This design comes from an exercise in tuning for small area, a short achievable clock period and few clock cycles per item on the open sky130 flow, not from production work. No functional check of the RTL was part of any run shown here. Power and IR drop assume default switching activity.

==> flow/design.v <==
module kzg_chal (
    input  wire         clk,
    input  wire         rst,
    input  wire         in_valid,
    output wire         in_ready,
    input  wire [31:0]  in_data,
    output wire         out_valid,
    input  wire         out_ready,
    output reg          out_err,
    output reg  [11:0]  out_index,
    output wire [255:0] out_z
);
    localparam [255:0] R_MOD =
        256'h73eda753299d7d483339d80809a1d80553bda402fffe5bfeffffffff00000001;
    localparam [255:0] IV =
        256'h6a09e667bb67ae853c6ef372a54ff53a510e527f9b05688c1f83d9ab5be0cd19;
    localparam [31:0] LEN_BITS = 32'd1049216;  
    localparam [1:0] S_RUN = 2'd0, S_RED = 2'd1, S_OUT = 2'd2;
    reg  [1:0]  st;
    reg  [6:0]  c;           
    reg  [15:0] wcnt;        
    reg  [31:0] a, b, cc, d, e, f, g, h, p;
    reg  [31:0] w [0:15];    
    reg  [31:0] hs0, hs1, hs2, hs3, hs4, hs5, hs6, hs7;
    reg         chk;         
    reg         eq_run;
    reg  [1:0]  pass;        
    reg  [2:0]  rc;          
    reg         bor;
    reg         ge;
    reg         f_rnd, f_last, f_ff, f_cpy, f_slot;
    reg         host, done;
    integer     i;
    wire take = (st == S_OUT) && out_ready;
    wire init = rst || take;
    wire run  = (st == S_RUN);
    wire slot   = run && !done && f_slot;
    wire pre    = (wcnt[15:3] == 13'd0);          
    assign in_ready = slot && host;
    wire adv = run && !(slot && host && !in_valid);
    reg [31:0] prefix_word;
    always @(*) begin
        case (wcnt[2:0])
            3'd0: prefix_word = 32'h4653424c;
            3'd1: prefix_word = 32'h4f425645;
            3'd2: prefix_word = 32'h52494659;
            3'd3: prefix_word = 32'h5f56315f;
            3'd7: prefix_word = 32'h00001000;
            default: prefix_word = 32'h00000000;
        endcase
    end
    wire [31:0] pad_word = (wcnt[4:0] == 5'd20) ? 32'h80000000 :
                           (wcnt[4:0] == 5'd31) ? LEN_BITS : 32'h0;
    wire [31:0] load_word = host ? in_data : pre ? prefix_word : pad_word;
    reg [31:0] k_t;
    always @(*) begin
        case (c[5:0])
            6'd0:  k_t = 32'h428a2f98; 6'd1:  k_t = 32'h71374491;
            6'd2:  k_t = 32'hb5c0fbcf; 6'd3:  k_t = 32'he9b5dba5;
            6'd4:  k_t = 32'h3956c25b; 6'd5:  k_t = 32'h59f111f1;
            6'd6:  k_t = 32'h923f82a4; 6'd7:  k_t = 32'hab1c5ed5;
            6'd8:  k_t = 32'hd807aa98; 6'd9:  k_t = 32'h12835b01;
            6'd10: k_t = 32'h243185be; 6'd11: k_t = 32'h550c7dc3;
            6'd12: k_t = 32'h72be5d74; 6'd13: k_t = 32'h80deb1fe;
            6'd14: k_t = 32'h9bdc06a7; 6'd15: k_t = 32'hc19bf174;
            6'd16: k_t = 32'he49b69c1; 6'd17: k_t = 32'hefbe4786;
            6'd18: k_t = 32'h0fc19dc6; 6'd19: k_t = 32'h240ca1cc;
            6'd20: k_t = 32'h2de92c6f; 6'd21: k_t = 32'h4a7484aa;
            6'd22: k_t = 32'h5cb0a9dc; 6'd23: k_t = 32'h76f988da;
            6'd24: k_t = 32'h983e5152; 6'd25: k_t = 32'ha831c66d;
            6'd26: k_t = 32'hb00327c8; 6'd27: k_t = 32'hbf597fc7;
            6'd28: k_t = 32'hc6e00bf3; 6'd29: k_t = 32'hd5a79147;
            6'd30: k_t = 32'h06ca6351; 6'd31: k_t = 32'h14292967;
            6'd32: k_t = 32'h27b70a85; 6'd33: k_t = 32'h2e1b2138;
            6'd34: k_t = 32'h4d2c6dfc; 6'd35: k_t = 32'h53380d13;
            6'd36: k_t = 32'h650a7354; 6'd37: k_t = 32'h766a0abb;
            6'd38: k_t = 32'h81c2c92e; 6'd39: k_t = 32'h92722c85;
            6'd40: k_t = 32'ha2bfe8a1; 6'd41: k_t = 32'ha81a664b;
            6'd42: k_t = 32'hc24b8b70; 6'd43: k_t = 32'hc76c51a3;
            6'd44: k_t = 32'hd192e819; 6'd45: k_t = 32'hd6990624;
            6'd46: k_t = 32'hf40e3585; 6'd47: k_t = 32'h106aa070;
            6'd48: k_t = 32'h19a4c116; 6'd49: k_t = 32'h1e376c08;
            6'd50: k_t = 32'h2748774c; 6'd51: k_t = 32'h34b0bcb5;
            6'd52: k_t = 32'h391c0cb3; 6'd53: k_t = 32'h4ed8aa4a;
            6'd54: k_t = 32'h5b9cca4f; 6'd55: k_t = 32'h682e6ff3;
            6'd56: k_t = 32'h748f82ee; 6'd57: k_t = 32'h78a5636f;
            6'd58: k_t = 32'h84c87814; 6'd59: k_t = 32'h8cc70208;
            6'd60: k_t = 32'h90befffa; 6'd61: k_t = 32'ha4506ceb;
            6'd62: k_t = 32'hbef9a3f7; default: k_t = 32'hc67178f2;
        endcase
    end
    function [32:0] add_sk;      
        input [31:0] x, y;
        input        cin;
        reg   [31:0] gg, pp;
        integer l, i, j;
        begin
            gg = x & y;
            pp = x ^ y;
            gg[0] = gg[0] | (pp[0] & cin);
            for (l = 0; l < 5; l = l + 1)
                for (i = 0; i < 32; i = i + 1)
                    if (((i >> l) & 1) == 1) begin
                        j = ((i >> l) << l) - 1;
                        gg[i] = gg[i] | (pp[i] & gg[j]);
                        pp[i] = pp[i] & pp[j];
                    end
            add_sk = {gg[31], (x ^ y) ^ {gg[30:0], cin}};
        end
    endfunction
    function [32:0] add_bk;      
        input [31:0] x, y;
        input        cin;
        reg   [31:0] gg, pp;
        integer l, i;
        begin
            gg = x & y;
            pp = x ^ y;
            gg[0] = gg[0] | (pp[0] & cin);
            for (l = 0; l < 5; l = l + 1)
                for (i = 0; i < 32; i = i + 1)
                    if (((i + 1) % (2 << l)) == 0) begin
                        gg[i] = gg[i] | (pp[i] & gg[i - (1 << l)]);
                        pp[i] = pp[i] & pp[i - (1 << l)];
                    end
            for (l = 3; l >= 0; l = l - 1)
                for (i = 0; i < 32; i = i + 1)
                    if (((i + 1) % (2 << l)) == (1 << l) && (i + 1) > (1 << l)) begin
                        gg[i] = gg[i] | (pp[i] & gg[i - (1 << l)]);
                        pp[i] = pp[i] & pp[i - (1 << l)];
                    end
            add_bk = {gg[31], (x ^ y) ^ {gg[30:0], cin}};
        end
    endfunction
    wire rnd  = f_rnd;
    wire last = f_last;
    wire ff   = f_ff;
    wire [31:0] bsig0 = {a[1:0], a[31:2]} ^ {a[12:0], a[31:13]} ^ {a[21:0], a[31:22]};
    wire [31:0] bsig1 = {e[5:0], e[31:6]} ^ {e[10:0], e[31:11]} ^ {e[24:0], e[31:25]};
    wire [31:0] ch    = (e & f) ^ (~e & g);
    wire [31:0] maj   = (a & b) ^ (a & cc) ^ (b & cc);
    wire [31:0] h0g   = last ? hs0 : 32'd0;
    wire [31:0] h4g   = last ? hs4 : 32'd0;
    wire [31:0] s1 = p ^ h0g ^ ch;
    wire [31:0] c1 = {(p[30:0] & h0g[30:0]) | (p[30:0] & ch[30:0]) | (h0g[30:0] & ch[30:0]), 1'b0};
    wire [31:0] s2 = bsig0 ^ bsig1 ^ maj;
    wire [31:0] c2 = {(bsig0[30:0] & bsig1[30:0]) | (bsig0[30:0] & maj[30:0]) | (bsig1[30:0] & maj[30:0]), 1'b0};
    wire [31:0] s3 = s1 ^ c1 ^ s2;
    wire [31:0] c3 = {(s1[30:0] & c1[30:0]) | (s1[30:0] & s2[30:0]) | (c1[30:0] & s2[30:0]), 1'b0};
    wire [31:0] s4 = s3 ^ c3 ^ c2;
    wire [31:0] c4 = {(s3[30:0] & c3[30:0]) | (s3[30:0] & c2[30:0]) | (c3[30:0] & c2[30:0]), 1'b0};
    wire [32:0] a_add = add_sk(s4, c4, 1'b0);
    wire [31:0] a_new = a_add[31:0];
    wire [31:0] s5 = d ^ p ^ h4g;
    wire [31:0] c5 = {(d[30:0] & p[30:0]) | (d[30:0] & h4g[30:0]) | (p[30:0] & h4g[30:0]), 1'b0};
    wire [31:0] s6 = s5 ^ c5 ^ ch;
    wire [31:0] c6 = {(s5[30:0] & c5[30:0]) | (s5[30:0] & ch[30:0]) | (c5[30:0] & ch[30:0]), 1'b0};
    wire [31:0] s7 = s6 ^ c6 ^ bsig1;
    wire [31:0] c7 = {(s6[30:0] & c6[30:0]) | (s6[30:0] & bsig1[30:0]) | (c6[30:0] & bsig1[30:0]), 1'b0};
    wire [32:0] e_add = add_sk(s7, c7, 1'b0);
    wire [31:0] e_new = e_add[31:0];
    wire [31:0] s8 = g ^ k_t ^ w[15];
    wire [31:0] c8 = {(g[30:0] & k_t[30:0]) | (g[30:0] & w[15][30:0]) | (k_t[30:0] & w[15][30:0]), 1'b0};
    wire [32:0] p_add = add_bk(s8, c8, 1'b0);
    wire [31:0] p_new = p_add[31:0];
    wire [32:0] a_ff  = add_bk(hs3, d, 1'b0);
    wire [31:0] sum_a = a_ff[31:0];
    wire [31:0] ssig0 = {w[1][6:0], w[1][31:7]} ^ {w[1][17:0], w[1][31:18]} ^ (w[1] >> 3);
    wire [31:0] ssig1 = {w[14][16:0], w[14][31:17]} ^ {w[14][18:0], w[14][31:19]} ^ (w[14] >> 10);
    wire [31:0] s9  = w[0] ^ w[9] ^ ssig0;
    wire [31:0] c9  = {(w[0][30:0] & w[9][30:0]) | (w[0][30:0] & ssig0[30:0]) | (w[9][30:0] & ssig0[30:0]), 1'b0};
    wire [31:0] s10 = s9 ^ c9 ^ ssig1;
    wire [31:0] c10 = {(s9[30:0] & c9[30:0]) | (s9[30:0] & ssig1[30:0]) | (c9[30:0] & ssig1[30:0]), 1'b0};
    wire [32:0] w_add  = add_sk(s10, c10, 1'b0);
    wire [31:0] w_next = w_add[31:0];
    reg [31:0] r_lo;         
    always @(*) begin
        case (rc)
            3'd0: r_lo = R_MOD[31:0];
            3'd1: r_lo = R_MOD[63:32];
            3'd2: r_lo = R_MOD[95:64];
            3'd3: r_lo = R_MOD[127:96];
            3'd4: r_lo = R_MOD[159:128];
            3'd5: r_lo = R_MOD[191:160];
            3'd6: r_lo = R_MOD[223:192];
            default: r_lo = R_MOD[255:224];
        endcase
    end
    wire        red      = (st == S_RED);
    wire        cmp_pass = !pass[0];
    wire [31:0] sub_op   = (cmp_pass || ge) ? r_lo : 32'd0;
    wire [31:0] e_op     = red ? ~sub_op : h;
    wire        e_cin    = red && !bor;
    wire [32:0] e_sum    = add_bk(hs7, e_op, e_cin);
    wire [31:0] sum_e    = e_sum[31:0];
    wire        red_bor  = !e_sum[32];
    wire [31:0] red_word = cmp_pass ? hs7 : sum_e;
    wire [15:0] wm9     = wcnt - 16'd9;    
    wire [2:0]  cpos    = wm9[2:0];
    reg  [31:0] r_word;
    always @(*) begin
        case (cpos)
            3'd0: r_word = R_MOD[255:224];
            3'd1: r_word = R_MOD[223:192];
            3'd2: r_word = R_MOD[191:160];
            3'd3: r_word = R_MOD[159:128];
            3'd4: r_word = R_MOD[127:96];
            3'd5: r_word = R_MOD[95:64];
            3'd6: r_word = R_MOD[63:32];
            default: r_word = R_MOD[31:0];
        endcase
    end
    wire eq_before = (cpos == 3'd0) ? 1'b1 : eq_run;
    wire word_gt   = w[15] > r_word;
    wire word_eq   = w[15] == r_word;
    wire elem_bad  = eq_before && (word_gt || (word_eq && cpos == 3'd7));
    wire blob_load = slot && host && in_valid && (wcnt < 16'd32776);
    assign out_valid = (st == S_OUT);
    assign out_z = {hs0, hs1, hs2, hs3, hs4, hs5, hs6, hs7};
    always @(posedge clk) begin
        if (init) begin
            st    <= S_RUN;
            c     <= 7'd64;
            wcnt  <= 16'd0;
            f_rnd <= 1'b1; f_last <= 1'b1; f_ff <= 1'b0;
            f_cpy <= 1'b0; f_slot <= 1'b0;
            host  <= 1'b0; done <= 1'b0;
            a <= 32'd0; b <= 32'd0; cc <= 32'd0; d <= 32'd0;
            e <= 32'd0; f <= 32'd0; g <= 32'd0; h <= 32'd0;
            p <= 32'd0;
            hs0 <= IV[255:224]; hs1 <= IV[223:192];
            hs2 <= IV[191:160]; hs3 <= IV[159:128];
            hs4 <= IV[127:96];  hs5 <= IV[95:64];
            hs6 <= IV[63:32];   hs7 <= IV[31:0];
            pass <= 2'd0;
            rc   <= 3'd0;
            bor  <= 1'b0;
            ge   <= 1'b0;
        end else begin
            if (adv) begin
                c <= (c == 7'd66) ? 7'd0 : c + 7'd1;
                f_rnd  <= (c <= 7'd63);
                f_last <= (c == 7'd63);
                f_ff   <= (c >= 7'd64);
                f_cpy  <= (c == 7'd64);
                f_slot <= (c >= 7'd65) || (c <= 7'd13);
                if (slot) begin
                    wcnt <= wcnt + 16'd1;
                    host <= (wcnt >= 16'd7) && (wcnt < 16'd32787);
                    done <= (wcnt == 16'd32799);
                end
                if (rnd) begin
                    a <= a_new;
                    e <= e_new;
                end
                b  <= ff ? sum_a : a;
                cc <= b;
                d  <= cc;
                f  <= ff ? sum_e : e;
                g  <= f;
                h  <= g;
                p  <= p_new;
                for (i = 0; i < 15; i = i + 1)
                    w[i] <= w[i + 1];
                w[15] <= slot ? load_word : w_next;
                if (f_cpy) begin
                    hs0 <= a;
                    hs4 <= e;
                end
                if (ff) begin
                    hs1 <= sum_a; hs2 <= hs1; hs3 <= hs2;
                    hs5 <= sum_e; hs6 <= hs5; hs7 <= hs6;
                end
                if (c == 7'd0 && done)
                    st <= S_RED;
            end
            if (st == S_RED) begin
                hs0 <= red_word;
                hs1 <= hs0; hs2 <= hs1; hs3 <= hs2; hs4 <= hs3;
                hs5 <= hs4; hs6 <= hs5; hs7 <= hs6;
                rc  <= rc + 3'd1;
                bor <= (rc == 3'd7) ? 1'b0 : red_bor;
                if (rc == 3'd7) begin
                    pass <= pass + 2'd1;
                    if (cmp_pass)
                        ge <= !red_bor;
                    if (pass == 2'd3)
                        st <= S_OUT;
                end
            end
        end
    end
    always @(posedge clk) begin
        if (init) begin
            chk     <= 1'b0;
            out_err <= 1'b0;
        end else begin
            chk <= blob_load;
            if (chk) begin
                eq_run <= eq_before && word_eq;
                if (elem_bad && !out_err) begin
                    out_err   <= 1'b1;
                    out_index <= wm9[14:3];
                end
            end
        end
    end
endmodule
==> flow/run.sh <==
#!/bin/bash
# synth_recipe.tcl (not shown) runs the flow's synth.tcl, then flattens the netlist and writes it again
# the make line also repeats each setting of config.mk as NAME=value (left out here)
make -C /OpenROAD-flow-scripts/flow DESIGN_CONFIG=/design/flow/config.mk WORK_HOME=/design/flow/orfs CLKGATE_MAP_FILE= SYNTH_SCRIPT=/design/flow/synth_recipe.tcl finish
==> flow/config.mk <==
export PLATFORM = sky130hd
export DESIGN_NAME = kzg_chal
export DESIGN_NICKNAME = kzg_chal
export VERILOG_FILES = /design/flow/design.v
export SDC_FILE = /design/flow/constraint.sdc
export NUM_CORES = 4
export LEC_CHECK = 0
export CAP_MARGIN = 20
export CORE_MARGIN = 2
export CORE_UTILIZATION = 55
export PLACE_DENSITY = 0.7
export SETUP_SLACK_MARGIN = 4.5
export SLEW_MARGIN = 20
==> flow/constraint.sdc <==
create_clock -name core_clock -period 10.0 [get_ports {clk}]
set_input_delay 2.0000 -clock core_clock [delete_from_list [all_inputs] [get_ports {clk}]]
set_output_delay 2.0000 -clock core_clock [all_outputs]
set_load 0.01 [all_outputs]
==> summary.md, run 1 <==
| Metric | Value |
|---|---|
| Status | timing/DRC/antenna clean |
| Utilization after layout | 63.2% |
| Yosys Warn Count | 2 |
| Pin count of the biggest net entering global routing | 208 |
| Max reg flops | 512 |
| CTS H-tree lvls | 3 |
| Vias in the first global route | 46400 |
| Worst-skew pair later-pin latency | 0.76 ns |
| Ports | 307 |
| Final net count | 7119 |
| Clock slew at reported path FFs | 0.06 ns |
| TritonCTS buffer count | 119 |
| Max Slew Vio Count | 0 |
| Max-slew headroom | 24.9% |
| Req. time, crit path | 10.64 ns |
| Biggest register | w |
| Final period utilization | 53.9% |
| Num rows | 123 |
| Routed wire length per instance | 28.3 um |
| Top FF cell, synth | dfxtp_1 |
| Final wirelength | 228000 um |
| Clock power share | 17.4% |
| Tmin final | 5.39 ns |
| Seq/Total Area, Yosys | 44.9% |
| Internal | 14.8 mW |
| Drt initial violations | 6325 |
| RSZ-0062 raised after global routing | yes |
| Setup violators final | 0 |
| Slew @ Worst Pin | 1.12 ns |
| Port bufs | 306 |
| Initial antenna violation count | 10 |
| Synthesized instance count | 6335 |
| WHS | 0.404 ns |
| Most common cell after layout, fill and taps aside | nand2_1 |
| Leakage | 29.1 nW |
| Library cells used by synthesis | 94 |
| WS Path Type | register to register |
| Post-Syn Nets | 6988 |
| CTS max path bufs | 3 |
| Max-cap violations | 0 |
| Placeable Area | 113000 um2 |
| Crit start category | register |
| Critical path capture point type | register |
| First-pass GRT wire length | 326000 um |
| Yosys reg bits | 1142 |
| Layout cell share with drive strength beyond 1 | 5.97% |
| CTS tree | built |
| Most frequent cells in the layout | 1048 x nand2_1, 581 x dfxtp_1, 561 x a21oi_1, 525 x edfxtp_1, 503 x inv_1 |
| Fin. Hold Viols | 0 |
| Psw | 12.0 mW |
| Combinational share of power | 56.3% |
| CP max FO | 65 |
| Area grow syn2layout | 13.8% |
| Post-Syn Area per Cell | 9.88 um2 |
| Total track usage | 38.5% |
| Worst Path Arrival | 6.02 ns |
| Hold Buf Count CTS | 0 |
| Setup Skew | 0.0629 ns |
| Share of synthesized registers carrying an async set or reset | 0% |
| Seq pwr share | 26.4% |
| Via Count | 49600 |
| Vias/cell | 6.15 |
| Reg2Reg Setup Slack | 4.61 ns |
| Clk root buf | clkbuf_16 |
| Drt drc | 0 |
| Pwr dens | 376 nW/um2 |
| Chip Width | 341 um |
| Fmax achieved | 0.186 GHz |
| Initial core utilization | 55.6% |
| Post-Syn Area | 62600 um2 |
| Die extent in y | 341 um |
| Post-synth EDFFs | 525 |
| Tightest Hold Check Type | register to register |
| Final ANT Viol Nets | 0 |
| 1st-pass router iterations | 6 |
| Global placement routability congestion | 1.00 |
| TritonCTS Sinks | 1142 |
| Die Area | 117000 um2 |
| Overflow after GRT | 0 |
| Post-detail-place hpwl | 166000 um |
| Max VDD drop | 394 uV |
| Switching part of the total | 44.6% |
-- critical path, cell delays in order (launching register included) --
cell and delay, ns:
dfxtp_1 0.32, clkbuf_8 0.37, and2_1 0.27, fa_1 0.43
inv_1 0.08, fa_1 0.42, fa_1 0.50, inv_1 0.07
ha_1 0.29, a21o_1 0.16, a21oi_1 0.31, a21oi_2 0.18
o2111ai_1 0.45, a21oi_2 0.19, o21ai_1 0.33, a21boi_0 0.23
or4b_1 0.50, nand3_1 0.07
-- synthesized netlist by cell type, drive strengths merged, types with 117 or more instances --
cell type	count	area share (%)
a21oi	567	4.5
inv	509	3.1
nor2	334	2.0
xor2	155	2.2
xnor2	239	3.4
ha	252	5.0
nand3	173	1.4
dfxtp	617	20
clkbuf	331	2.0
a211oi	117	1.4
nand2	1052	6.3
o21ai	218	1.8
edfxtp	525	25
fa	365	12
-- cells by family after synthesis --
group	after synthesis	synth area share, %
adder cells (fa/ha/maj)	618	16.7
XOR/XNOR	394	5.52
flip-flops	1142	44.9
multiplexers	90	1.46
AO/OA/AOI/OAI	1347	13.3
buffers and inverters	900	5.48
AND/OR/NAND/NOR	1844	12.7
-- path summary, 6_finish.rpt --
check                            from             endpoint  depth (start not counted)
hold reg to reg   w[13][26]$_DFFE_PP_  w[12][26]$_DFFE_PP_                          0
setup / recovery  f_last$_SDFFE_PP1P_   e[26]$_SDFFE_PP0P_                         17
setup reg to reg  f_last$_SDFFE_PP1P_   e[26]$_SDFFE_PP0P_                         17
hold / removal    w[13][26]$_DFFE_PP_  w[12][26]$_DFFE_PP_                          0
-- final cells by class --
class | instances | area, um2
Antenna cell | 4 | 10.0
Timing Repair Buffer | 397 | 3850
Clock buffer | 162 | 3280
Fill cell | 9251 | 41400
Sequential cell | 1142 | 28200
Tap cell | 1500 | 1880
Inverter | 509 | 1910
Clock inverter | 60 | 791
Multi-Input combinational cell | 4297 | 31300
-- power by group through the flow --
stage	logic, mW	registers, mW	clock network, mW
after floorplan	11.0	6.32	0
after global placement	14.3	7.06	0
after detailed placement	14.6	7.07	0
after CTS	14.7	6.99	4.68
after global routing	16.8	7.05	4.85
final	15.1	7.06	4.65
-- per-stage QoR --
stage	setup TNS (ns)	setup WS, ns	cells	power, mW	area, um2
finish	0	4.61	8071	26.8	71200
global route	0	4.40	8068	28.7	71200
CTS	0	4.41	8060	26.4	71000
detailed placement	0	3.38	7834	21.7	66900
global placement	0	3.39	7833	21.4	66900
floorplan	-322.63	-0.630	6335	17.3	62700
-- timing repair --
item,CTS,global route
hold endpoints to repair,0,0
gates cloned,4,1
endpoints found under the setup margin,40,62
setup buffers,0,6
resized for setup,20,48
-- routing by layer --
metal  part of all wire, %  GRT usage, %
met5                 0.031             0
met4                   5.7          18.4
met3                    12          9.48
met2                    42          55.7
met1                    40          54.4
==> run 2: changes to the inputs <==
--- a/flow/config.mk
+++ b/flow/config.mk
@@ -10,4 +10,3 @@
 export CORE_UTILIZATION = 55
 export PLACE_DENSITY = 0.7
-export SETUP_SLACK_MARGIN = 4.5
 export SLEW_MARGIN = 20
==> run 2 against run 1 <==
Against the previous run:
- largest power group unchanged
- first-iteration DRC count decreased by 5.3%
- global-route usage decreased by 0.13 points
- worst hold slack got worse by 0.0026 ns
- still clean on timing, DRC and antenna
==> summary.md, run 2 <==
| Metric | Value |
|---|---|
| RSZ-0062 raised after global routing | no |
| Worst Path Arrival | 6.61 ns |
| Final period utilization | 59.6% |
| Largest family of logic cells by synthesized area | adder cells |
| Post-synth EDFFs | 525 |
| CTS max path bufs | 3 |
| CTS H-tree lvls | 3 |
| Most common cell in the netlist | nand2_1 |
| Hold Buf Count CTS | 0 |
| Area grow syn2layout | 13.3% |
| Yosys reg bits | 1142 |
| Final ANT Viol Nets | 0 |
| Status | timing/DRC/antenna clean |
| Post-CTS setup buffer count | 0 |
| CTS tree | built |
| Fin. Hold Viols | 0 |
| Num rows | 123 |
| Post-synth top cells | 1050 x nand2_1, 617 x dfxtp_1, 567 x a21oi_1 |
| Synthesized instance count | 6335 |
| Crit Reg-Reg Startpoint | st[0]$_SDFF_PP0_ |
| Clock slew at reported path FFs | 0.06 ns |
| Initial core utilization | 55.6% |
| Initial antenna violation count | 7 |
| Post-Syn Area | 62600 um2 |
| Tightest Hold Check Type | register to register |
| Pin count of the biggest net entering global routing | 208 |
| Most frequent cells in the layout | 1048 x nand2_1, 615 x dfxtp_1, 564 x a21oi_1, 525 x edfxtp_1, 503 x inv_1 |
| Overall Power | 26.6 mW |
| Fmax achieved | 0.168 GHz |
| Yosys Warn Count | 2 |
| DP Area | 66900 um2 |
| Post-detail-place hpwl | 166000 um |
| Critical path capture point type | register |
| Cell area after layout | 70900 um2 |
| Drt initial violations | 5989 |
| Post-Syn Area per Cell | 9.88 um2 |
| Max reg flops | 512 |
| Global placement routability congestion | 1.00 |
| Max-slew headroom | 22.8% |
| Tmin final | 5.96 ns |
| Placeable Area | 113000 um2 |
| Vias/cell | 6.12 |
| Library cells used by synthesis | 94 |
| Via Count | 49300 |
| Worst Setup EP | hs0[22]$_SDFFE_PP0P_ |
| Layout cell share with drive strength beyond 1 | 4.97% |
| Port bufs | 306 |
| CP max FO | 24 |
| Drt drc | 0 |
| Resize count post-CTS | 0 |
| Slew @ Worst Pin | 1.15 ns |
| Top area cells in the synthesized netlist | edfxtp_1 25%, dfxtp_1 20%, fa_1 12% |
| Clk root buf | clkbuf_16 |
| Reg2Reg Setup Slack | 4.04 ns |
| WS Path Type | register to register |
| Post-synthesis mux area share | 1.46% |
| Max Slew Vio Count | 0 |
| Post-synthesis compound-gate area fraction | 13.3% |
| 1st-pass router iterations | 6 |
| Total track usage | 38.4% |
| Overflow after GRT | 0 |
| Post-Synth Simple-Gate Area | 12.7% |
| TritonCTS buffer count | 119 |
| # fillers | 9269 |
| Synth Area in XOR/XNOR | 5.52% |
| R2R cell count | 21 |
| Leakage | 29.0 nW |
| Seq/Total Area, Yosys | 44.9% |
| Final net count | 7108 |
| Pwr dens | 376 nW/um2 |
| Most common cell after layout, fill and taps aside | nand2_1 |
| Post-synth top area cell | edfxtp_1 |
| Final wirelength | 227000 um |
| TNS Setup | 0 ns |
| Req. time, crit path | 10.65 ns |
| Worst reg2reg path endpoint | hs0[22]$_SDFFE_PP0P_ |
| Biggest register | w |
| Max VDD drop | 394 uV |
| Crit start category | register |
| Setup violators final | 0 |
| Die Area | 117000 um2 |
| Routed wire length per instance | 28.1 um |
| Chip Width | 341 um |
| Synth Area in Adders | 16.7% |
| Share of synthesized registers carrying an async set or reset | 0% |
| TritonCTS Sinks | 1142 |
| Die extent in y | 341 um |
| Top FF cell, synth | dfxtp_1 |
| Share of the synthesized area in the top cell type | 25.2% |
| Worst-skew pair later-pin latency | 0.77 ns |
| Ports | 307 |
| CP startpoint | st[0]$_SDFF_PP0_ |
| Vias in the first global route | 46300 |
| Post-Syn Nets | 6988 |
| First-pass GRT wire length | 325000 um |
| Max-cap violations | 0 |
| Setup Skew | 0.0611 ns |
-- run 2: cell types whose count changed in the layout (fill, tap and decap cells not counted), moves of 3 or more --
cell,before,now
a21oi_1,561,564
xnor2_2,5,2
dfxtp_1,581,615
a21oi_2,3,0
ha_1,249,252
xnor2_1,234,237
buf_4,82,79
a211oi_2,3,0
dfxtp_2,35,1
a211oi_1,114,117
-- run 2: worst min path at each step --
stage	from	to	slack [ns]	depth (start not counted)
final	w[13][26]$_DFFE_PP_	w[12][26]$_DFFE_PP_	0.40	0
after global routing	w[10][5]$_DFFE_PP_	w[9][5]$_DFFE_PP_	0.42	0
after CTS	w[13][26]$_DFFE_PP_	w[12][26]$_DFFE_PP_	0.41	0
after detailed placement	w[11][16]$_DFFE_PP_	w[10][16]$_DFFE_PP_	0.40	0
after global placement	w[8][8]$_DFFE_PP_	w[7][8]$_DFFE_PP_	0.40	0
after floorplan	w[11][0]$_DFFE_PP_	w[10][0]$_DFFE_PP_	0.40	0
-- run 2: kinds of logic after synthesis --
logic type	after synthesis
flops	1142
simple gates	1844
buf+inv	900
fa+ha+maj	618
mux	90
xor+xnor	394
compound gates	1347
-- run 2: final cells by class --
class,instances,area [um2],share of cell area (%)
Multi-Input combinational cell,4293,31200,44.0
Timing Repair Buffer,390,3760,5.29
Tap cell,1500,1880,2.65
Antenna cell,3,7.51,0.0106
Inverter,509,1910,2.69
Clock buffer,162,3280,4.62
Clock inverter,60,791,1.11
Sequential cell,1142,28100,39.6
-- run 2: worst max-delay path, cell delays in order, from the launching register on --
cell and delay [ns]:
dfxtp_1 0.54, nor2b_4 0.57, o21ai_0 0.17, buf_4 0.23
nor3_1 0.49, a21o_1 0.21, a21oi_1 0.10, o21ai_0 0.14
fa_1 0.26, nor2b_1 0.06, o21a_1 0.17, o21ai_0 0.27
a21oi_1 0.14, o21ai_1 0.38, o21bai_1 0.16, a21o_1 0.19
a21oi_1 0.24, o21ba_2 0.20, fa_1 0.47, a211oi_1 0.58
a211oi_1 0.11, nor3_1 0.19
-- run 2: metal layers --
| metal | GRT usage, % | up-vias | wire length [um] |
|---|---|---|---|
| met5 | 0 | - | 71 |
| met4 | 18.0 | 6 | 12300 |
| met3 | 9.45 | 526 | 25500 |
| met2 | 55.6 | 2861 | 96500 |
| met1 | 54.2 | 24200 | 92300 |
| li1 | - | 21700 | - |
-- run 2: power by group --
group	leakage [nW]	switching [mW]	total (mW)	internal [mW]
sequential	10.2	1.28	7.04	5.76
clock	1.95	2.00	4.65	2.65
combinational	16.9	8.60	15.0	6.36
-- run 2: through the flow --
step	setup WS, ns	hold WS [ns]	std cells	util (%)
after global routing	3.78	0.415	8056	63.0
after floorplan	-0.630	0.400	6335	-
final	4.04	0.402	8059	63.0
after CTS	4.13	0.407	8056	63.0
after detailed placement	3.38	0.405	7834	59.3
after global placement	3.39	0.400	7833	59.3

[separate check: timing with driven ports]
No port has a modelled driver above. Below, the same layouts with a new extraction and two added sets of constraints.
Step 1 (the two cells are an assumption about what drives the block):
set clk [get_ports {clk}]
set_driving_cell -lib_cell sky130_fd_sc_hd__clkbuf_16 $clk
set_driving_cell -lib_cell sky130_fd_sc_hd__buf_2 [delete_from_list [all_inputs] $clk]
Step 2 moves the port delays by t, midway between the first and last clock arrival at a register: inputs arrive t later, outputs are due t later. That takes back most of the time a late clock gives input paths.
a / b / c = ideal / step 1 / step 2; a / b = the first two.
run	t (ns)	slack for setup (ns)	worst register clock-pin slew, ns
run 1	0.802	4.614 / 4.614 / 3.855	0.07 / 0.07
run 2	0.811	4.044 / 4.044 / 3.280	0.07 / 0.07
After both steps setup and hold are still met in every run listed. The setup slack of run 2, which loses most, moves by 0.000 ns with the drivers and by -0.764 ns with both steps.
